From an optimization exercise on the open Yosys and OpenROAD flow, aimed at small area; shortcuts taken in it are not production practice. Function was checked by simulation only, so behaviour that the tests miss may differ from the original. No activity file was given, so power comes from the tool's default toggle rates.

==> run D: inputs <==
Design pwroff_engine, start of the top module:
module pwroff_engine (
    input  wire        clk,
    input  wire        rst_n,         
    input  wire [31:0] base,
    input  wire [31:0] tick_rate,
    input  wire        trig_valid,
    input  wire [7:0]  trig_reason,
    output wire        ret_valid,
    output wire        ret_handled,
    input  wire        ret_ready,
    output wire        bus_valid,
    output wire        bus_write,
    output wire [31:0] bus_addr,
    output wire [7:0]  bus_wdata,
    input  wire        bus_ready,
    input  wire [7:0]  bus_rdata,
    output wire        slp_valid,
    output wire [6:0]  slp_units,
    input  wire        slp_ready,
    output wire        diag_valid,
    output wire [7:0]  diag_code,
    output wire [31:0] diag_data,
    input  wire        diag_ready,
    output wire [31:0] status
);
Settings: LEC_CHECK=0, CAP_MARGIN=20, CORE_MARGIN=2, CORE_UTILIZATION=60, GPL_TIMING_DRIVEN=0, PLACE_DENSITY=0.85, SLEW_MARGIN=20; clock period 20.0 ns.
standard.sh (not shown) runs the stock make flow with config.mk's settings and CLKGATE_MAP_FILE= SYNTH_SCRIPT=/design/flow/synth_recipe.tcl, a recipe that flattens the netlist after the stock synthesis.
==> flow/flow/run.sh <==
#!/bin/bash
# Standard ORFS layout with three changes:
#  - after the standard synthesis, the combinational logic between the (unchanged) registers
#    is mapped again by ABC (half adders of the address incrementer are kept) with an area-oriented script (flow/abc_area.script), tried with
#    several random seeds; the smallest result that Yosys proves equivalent to the standard
#    netlist replaces it;
#  - port buffers use the smallest buffer cell;
#  - the clock tree uses 8x clock buffers and no dummy loads;
#  - constant outputs share one tie cell.
set -euo pipefail
W=$PWD
R=$W/orfs/results/sky130hd/pwroff_engine/base
LIB=$FLOW_HOME/platforms/sky130hd/lib/sky130_fd_sc_hd__tt_025C_1v80.lib
export BUFFER_PORTS_ARGS="-buffer_cell sky130_fd_sc_hd__buf_1"
export SKIP_REPAIR_TIE_FANOUT=1
export CTS_ARGS="-sink_clustering_enable -repair_clock_nets -buf_list sky130_fd_sc_hd__clkbuf_8 -root_buf sky130_fd_sc_hd__clkbuf_8 -dont_use_dummy_load"

# 1. standard synthesis
bash standard.sh "$R/1_2_yosys.v" > make_synth.log 2>&1
cp "$R/1_2_yosys.v" "$R/1_2_yosys_std.v"

# 2. remap the combinational logic; registers and tie cells are kept as they are
DU=$(sed 's/^/-dont_use /' flow/dont_use.txt | tr '\n' ' ')
: # work files of the remapping go to rs_* in this folder
remap() {
  local s=$1
  sed "s/@SEED@/$s/; s/@SEED2@/$((s + 50))/" flow/abc_area.script > rs_abc_$s.script
  cat > rs_remap_$s.ys <<EOS
read_liberty -ignore_miss_func $LIB
blackbox sky130_fd_sc_hd__*df* sky130_fd_sc_hd__conb_1
read_verilog $R/1_2_yosys_std.v
read_verilog -lib $W/flow/ha_keep.v
hierarchy -top $FLOW_TOP
select -set hak w:base %co1:+[A,B] t:sky130_fd_sc_hd__ha_1 %i
chtype -set ha_keep @hak
flatten
delete t:\$scopeinfo
opt_clean
techmap
opt -fast
abc -liberty $LIB $DU -script $W/rs_abc_$s.script
opt_clean -purge
chtype -set sky130_fd_sc_hd__ha_1 t:ha_keep
read_liberty -lib -ignore_redef $LIB
check -assert
tee -o $W/rs_stat_$s.txt stat -liberty $LIB
write_verilog -noattr -noexpr -nohex -nodec $W/rs_net_$s.v
EOS
  yosys -s rs_remap_$s.ys > rs_remap_$s.log 2>&1 || rm -f rs_net_$s.v
}
for s in 1 2 3 4; do remap $s & done; wait
for s in 5 6 7 8; do remap $s & done; wait
for s in 9 10 11 12; do remap $s & done; wait

# candidates, smallest first
: > rs_areas.txt
for s in 1 2 3 4 5 6 7 8 9 10 11 12; do
  if [[ -f rs_net_$s.v ]]; then
    a=$(awk '/Chip area/ {print $NF}' rs_stat_$s.txt | tail -1)
    echo "$a $s" >> rs_areas.txt
  fi
done
sort -g rs_areas.txt -o rs_areas.txt
used=none
while read -r a s; do
  cat > rs_equiv_$s.ys <<EOS
read_liberty -ignore_miss_func $LIB
read_verilog $R/1_2_yosys_std.v
rename $FLOW_TOP gold
read_verilog $W/rs_net_$s.v
rename $FLOW_TOP gate
flatten
delete t:\$scopeinfo
opt_clean
equiv_make gold gate eq
hierarchy -top eq
equiv_simple -seq 2
equiv_induct
equiv_status -assert
EOS
  if yosys -s rs_equiv_$s.ys > rs_equiv_$s.log 2>&1; then
    cp rs_net_$s.v "$R/1_2_yosys.v"
    used=$s
    break
  fi
done < rs_areas.txt
echo "remapped netlist used: seed $used" > rs_used.txt

# 3. the rest of the standard flow
bash standard.sh > make_finish.log 2>&1
Other scripts of this flow, unchanged in this note and not shown: flow/flow/abc_area.script, flow/flow/dont_use.txt, flow/flow/ha_keep.v
==> inputs of run G, as changes to run D <==
--- a/flow/flow/run.sh
+++ b/flow/flow/run.sh
@@ -48,15 +48,14 @@
 EOS
   yosys -s rs_remap_$s.ys > rs_remap_$s.log 2>&1 || rm -f rs_net_$s.v
 }
 for s in 1 2 3 4; do remap $s & done; wait
 for s in 5 6 7 8; do remap $s & done; wait
-for s in 9 10 11 12; do remap $s & done; wait
 
 # candidates, smallest first
 : > rs_areas.txt
-for s in 1 2 3 4 5 6 7 8 9 10 11 12; do
+for s in 1 2 3 4 5 6 7 8; do
   if [[ -f rs_net_$s.v ]]; then
     a=$(awk '/Chip area/ {print $NF}' rs_stat_$s.txt | tail -1)
     echo "$a $s" >> rs_areas.txt
   fi
 done
==> flow/config.mk (replaced) <==
export PLATFORM = sky130hd
export DESIGN_NAME = pwroff_engine
export DESIGN_NICKNAME = pwroff_engine
export VERILOG_FILES = /design/flow/design.v
export SDC_FILE = /design/flow/constraint.sdc
export NUM_CORES = 4
export LEC_CHECK = 0
export CAP_MARGIN = 20
export CORE_MARGIN = 2
export CORE_UTILIZATION = 40
export SLEW_MARGIN = 20
==> inputs of run B, as changes to run D <==
--- a/flow/design.v
+++ b/flow/design.v
@@ -51,10 +51,17 @@
     reg  [31:0] rb;
     wire [7:0] r0 = rb[7:0];
     wire [7:0] r1 = rb[15:8];
     wire [7:0] r2 = rb[23:16];
     wire [7:0] r3 = rb[31:24];
+    function [7:0] rev8(input [7:0] a);
+        integer i;
+        begin
+            for (i = 0; i < 8; i = i + 1)
+                rev8[i] = a[7 - i];
+        end
+    endfunction
     function [5:0] inc6(input [5:0] a);
         integer i;
         reg c;
         begin
             c = 1'b1;
@@ -125,11 +132,11 @@
             asum[ai] = base[ai + 2] ^ ac;
             ac = ac & base[ai + 2];
         end
     end
     assign bus_addr = {asum, 2'b00};
-    wire [7:0] qbyte = {r3[0], r3[1], r3[2], r3[3], r3[4], r3[5], r3[6], r3[7]};
+    wire [7:0] qbyte = r0;
     reg [8:0] dinc;
     integer di;
     always @(*) begin
         dinc[8] = fl;
         for (di = 0; di < 8; di = di + 1) begin
@@ -179,12 +186,19 @@
     wire u100 = !st[0];
     wire u10  = st[3] && st[0];
     assign slp_units = {u100, u100, 1'b0, u10, u100, u10, u1};
     assign diag_code = {5'd0, st[3] && st[2], st[3] && !st[2],
                         !st[3] || (st[1] && !st[0])};
-    assign diag_data = {rb[31:2],
-                        rb[1:0] | (st[3] ? 2'b00 : k[1:0]) | ((st[3] && st[2]) ? cmd : 2'b00)};
+    wire [31:0] rbr;
+    genvar gi;
+    generate
+        for (gi = 0; gi < 32; gi = gi + 1) begin : g_rbr
+            assign rbr[gi] = rb[31 - gi];
+        end
+    endgenerate
+    assign diag_data = {rbr[31:2],
+                        rbr[1:0] | (st[3] ? 2'b00 : k[1:0]) | ((st[3] && st[2]) ? cmd : 2'b00)};
     wire ended2 = st[3] && st[2] && st[1];
     wire ended1 = cmd[1] || ended2;
     wire ended0 = cmd[1] || cmd[0] || ended2;
     wire [1:0] res0 = ended0 ? {fail[0], !fail[0]} : 2'b00;
     wire [1:0] res1 = ended1 ? {fail[1], !fail[1]} : 2'b00;
@@ -192,26 +206,26 @@
     wire [2:0] cfg_j = (st == S_IDLE) ? 3'd0 : s_cfg ? n[2:0] : 3'd7;
     assign status = {fault, 6'd0, fault, 4'd0, res2, res1, res0,
                      2'b00, att, cmd, 1'b0, cfg_j, st};
     wire step = (bus_valid && bus_ready) || (slp_valid && slp_ready) ||
                 (diag_valid && diag_ready) || (s_ret && ret_ready);
-    wire       ge   = r0[7] | (r0[6] & (r0[5] | r0[4] | (r0[3] & (r0[2] | (r0[1] & r0[0])))));
+    wire       ge   = r3[7] | (r3[6] & (r3[5] | r3[4] | (r3[3] & (r3[2] | (r3[1] & r3[0])))));
     reg  [6:0] rsub;
     reg        rc;
     integer ri;
     always @(*) begin
         rc = 1'b0;
         for (ri = 0; ri < 7; ri = ri + 1) begin
-            rsub[ri] = r0[ri] ^ ((7'd53 >> ri) & 1'b1) ^ rc;
-            rc = (r0[ri] & ((7'd53 >> ri) & 1'b1)) | (rc & (r0[ri] ^ ((7'd53 >> ri) & 1'b1)));
+            rsub[ri] = r3[ri] ^ ((7'd53 >> ri) & 1'b1) ^ rc;
+            rc = (r3[ri] & ((7'd53 >> ri) & 1'b1)) | (rc & (r3[ri] ^ ((7'd53 >> ri) & 1'b1)));
         end
     end
     wire       xb   = tick_rate[~n[4:0]];
-    wire [2:0] csum_s = {2'b00, rb[0]} + {2'b00, rb[8]} + {2'b00, rb[16]} + {2'b00, rb[24]} +
+    wire [2:0] csum_s = {2'b00, rb[31]} + {2'b00, rb[23]} + {2'b00, rb[15]} + {2'b00, rb[7]} +
                         {1'b0, k[1:0]};
     wire [7:0] ack1   = cmd[1] ? 8'h06 : cmd[0] ? 8'h0C : 8'h35;
-    wire       ack_ok = (r3 == 8'h01) && (r0 == ack1) && (r1 == 8'h00);
+    wire       ack_ok = (rev8(r0) == 8'h01) && (rev8(r3) == ack1) && (r2 == 8'h00);
     wire reason_ok = (trig_reason == 8'h01) || (trig_reason == 8'h02);
     wire tx_last = fl ? (n == 6'd39) : (cmd == 2'd0) ? (n[1:0] == 2'd3) : (n[1:0] == 2'd2);
     wire rx_done = step && ((s_rxp && !bus_rdata[0] && k == 4'd9) ||
                             (s_rxd && n == 6'd39));
     wire div_run = s_cfg && n[5] && (!n[4] && (!n[3] || !n[2] || !k[0]) ||
@@ -219,25 +233,26 @@
     wire chk_run = s_csum && n[5:3] == 3'd0;                         
     wire rot_run = s_csum && !n[5] && (n != 6'd8 || fl);             
     wire clr_run = ((s_short || s_nak || s_cfg) && !n[5]) || (s_rxd && !k[3]);   
     wire rx_load = step && s_rxd && !fl && n[5:2] == 4'd0;
     wire sh      = rot_run || clr_run;
-    wire sin     = div_run ? ge : rot_run ? rb[0] : 1'b0;
+    wire sin     = div_run ? ge : rot_run ? rb[31] : 1'b0;
     wire       mv     = sh || div_run;
-    wire       r3_ld  = rx_load;
-    wire       r3_sh  = mv && !rx_load;
-    wire       r3_hd  = !mv && !rx_load;
-    wire       r0_dv  = div_run;
-    wire       r0_sh  = sh;
-    wire       r0_hd  = !mv;
-    wire [7:0] r3_nx  = ({8{r3_ld}} & bus_rdata) | ({8{r3_sh}} & {sin, rb[31:25]}) | ({8{r3_hd}} & r3);
-    wire [7:0] r0_nx  = ({8{r0_dv}} & {ge ? rsub : r0[6:0], xb}) | ({8{r0_sh}} & rb[8:1]) | ({8{r0_hd}} & r0);
+    wire       r0_ld  = rx_load;
+    wire       r0_sh  = mv && !rx_load;
+    wire       r0_hd  = !mv && !rx_load;
+    wire       r3_sb  = div_run && ge;           
+    wire       r3_sh  = mv && !r3_sb;
+    wire       r3_hd  = !mv;
+    wire [7:0] r0_nx  = ({8{r0_ld}} & rev8(bus_rdata)) | ({8{r0_sh}} & {rb[6:0], sin}) | ({8{r0_hd}} & r0);
+    wire [7:0] r3_sv  = {rb[30:24], div_run ? xb : rb[23]};
+    wire [7:0] r3_nx  = ({8{r3_sb}} & {rsub, xb}) | ({8{r3_sh}} & r3_sv) | ({8{r3_hd}} & r3);
     always @(posedge clk) begin
-        rb[31:24] <= r3_nx;
         rb[7:0]   <= r0_nx;
+        rb[31:24] <= r3_nx;
         if (mv)
-            rb[23:8] <= rb[24:9];
+            rb[23:8] <= rb[22:7];
     end
     always @(posedge clk) begin
         if (!rst_n) begin
             st    <= S_IDLE;
             cmd   <= 2'd0;
==> comparison table <==
Run status: run G no timing/DRC/antenna violations; run D no timing/DRC/antenna violations; run B no timing/DRC/antenna violations
Fraction of the cycle the final worst path needs: run G 0.690; run D 0.698; run B 0.701
Vias in the first global route: run G 4,335; run D 4,674; run B 4,555
Combinational logic power: run G 414 µW; run D 372 µW; run B 362 µW
Worst path setup slack after routing: run G 6200 ps; run D 6030 ps; run B 5990 ps
Number of combinational gates with multiple inputs: run G 386; run D 382; run B 375
Signal buffers share of area: run G 0.138; run D 0.140; run B 0.140
Starting DRC count in detailed routing: run G 316; run D 697; run B 680
Int Pwr: run G 337 µW; run D 306 µW; run B 305 µW
Average size of a mapped cell: run G 7.70 µm²; run D 7.77 µm²; run B 7.74 µm²
Wire length of the first global-routing pass: run G 22,500 µm; run D 23,000 µm; run B 22,300 µm
Capture endpoint of the worst hold path: run G rb[17]$_DFFE_PP_; run D rb[17]$_DFFE_PP_; run B rb[13]$_DFFE_PP_
Startpoint of the most critical register-to-register path: run G st[0]$_SDFF_PN0_; run D st[2]$_SDFF_PN0_; run B st[0]$_SDFF_PN0_
Pin count of the biggest net entering global routing: run G 22; run D 30; run B 25
Met3 routed wirelength: run G 1200 µm; run D 1880 µm; run B 1650 µm
Power density cells: run G 147 nW/µm²; run D 136 nW/µm²; run B 135 nW/µm²

re-timing with driven ports:
How much do the figures lean on ideal ports? The routed layouts below were timed once more, with nothing changed but the port constraints. Step 1, drivers: a clkbuf_16 drives clk and a buf_2 each remaining input, both assumed. Step 2 adds t to the input delays and takes it off the output delays; t is the mean of the earliest and latest rising clock arrival at the registers after step 1. Input paths then give back, and output paths get back, about the clock's delay inside the block. a / b / c = ideal / step 1 / step 2; a / b = the first two.
| run | t, ns | setup slack, ns | hold slack, ns | worst setup path at the end | pins driven straight from the clock port |
|---|---|---|---|---|---|
| run D | 0.340 | 6.032 / 6.012 / 6.012 | 0.471 / 0.471 / 0.471 | input to output | 1 |
| run G | 0.345 | 6.202 / 6.174 / 6.174 | 0.472 / 0.472 / 0.472 | input to output | 1 |
| run B | 0.341 | 5.987 / 5.948 / 5.948 | 0.463 / 0.463 / 0.463 | input to output | 1 |
After both steps setup and hold are still met in every run listed. For run B, which loses most, drivers alone change the setup slack by -0.039 ns; drivers and shift together by -0.039 ns.
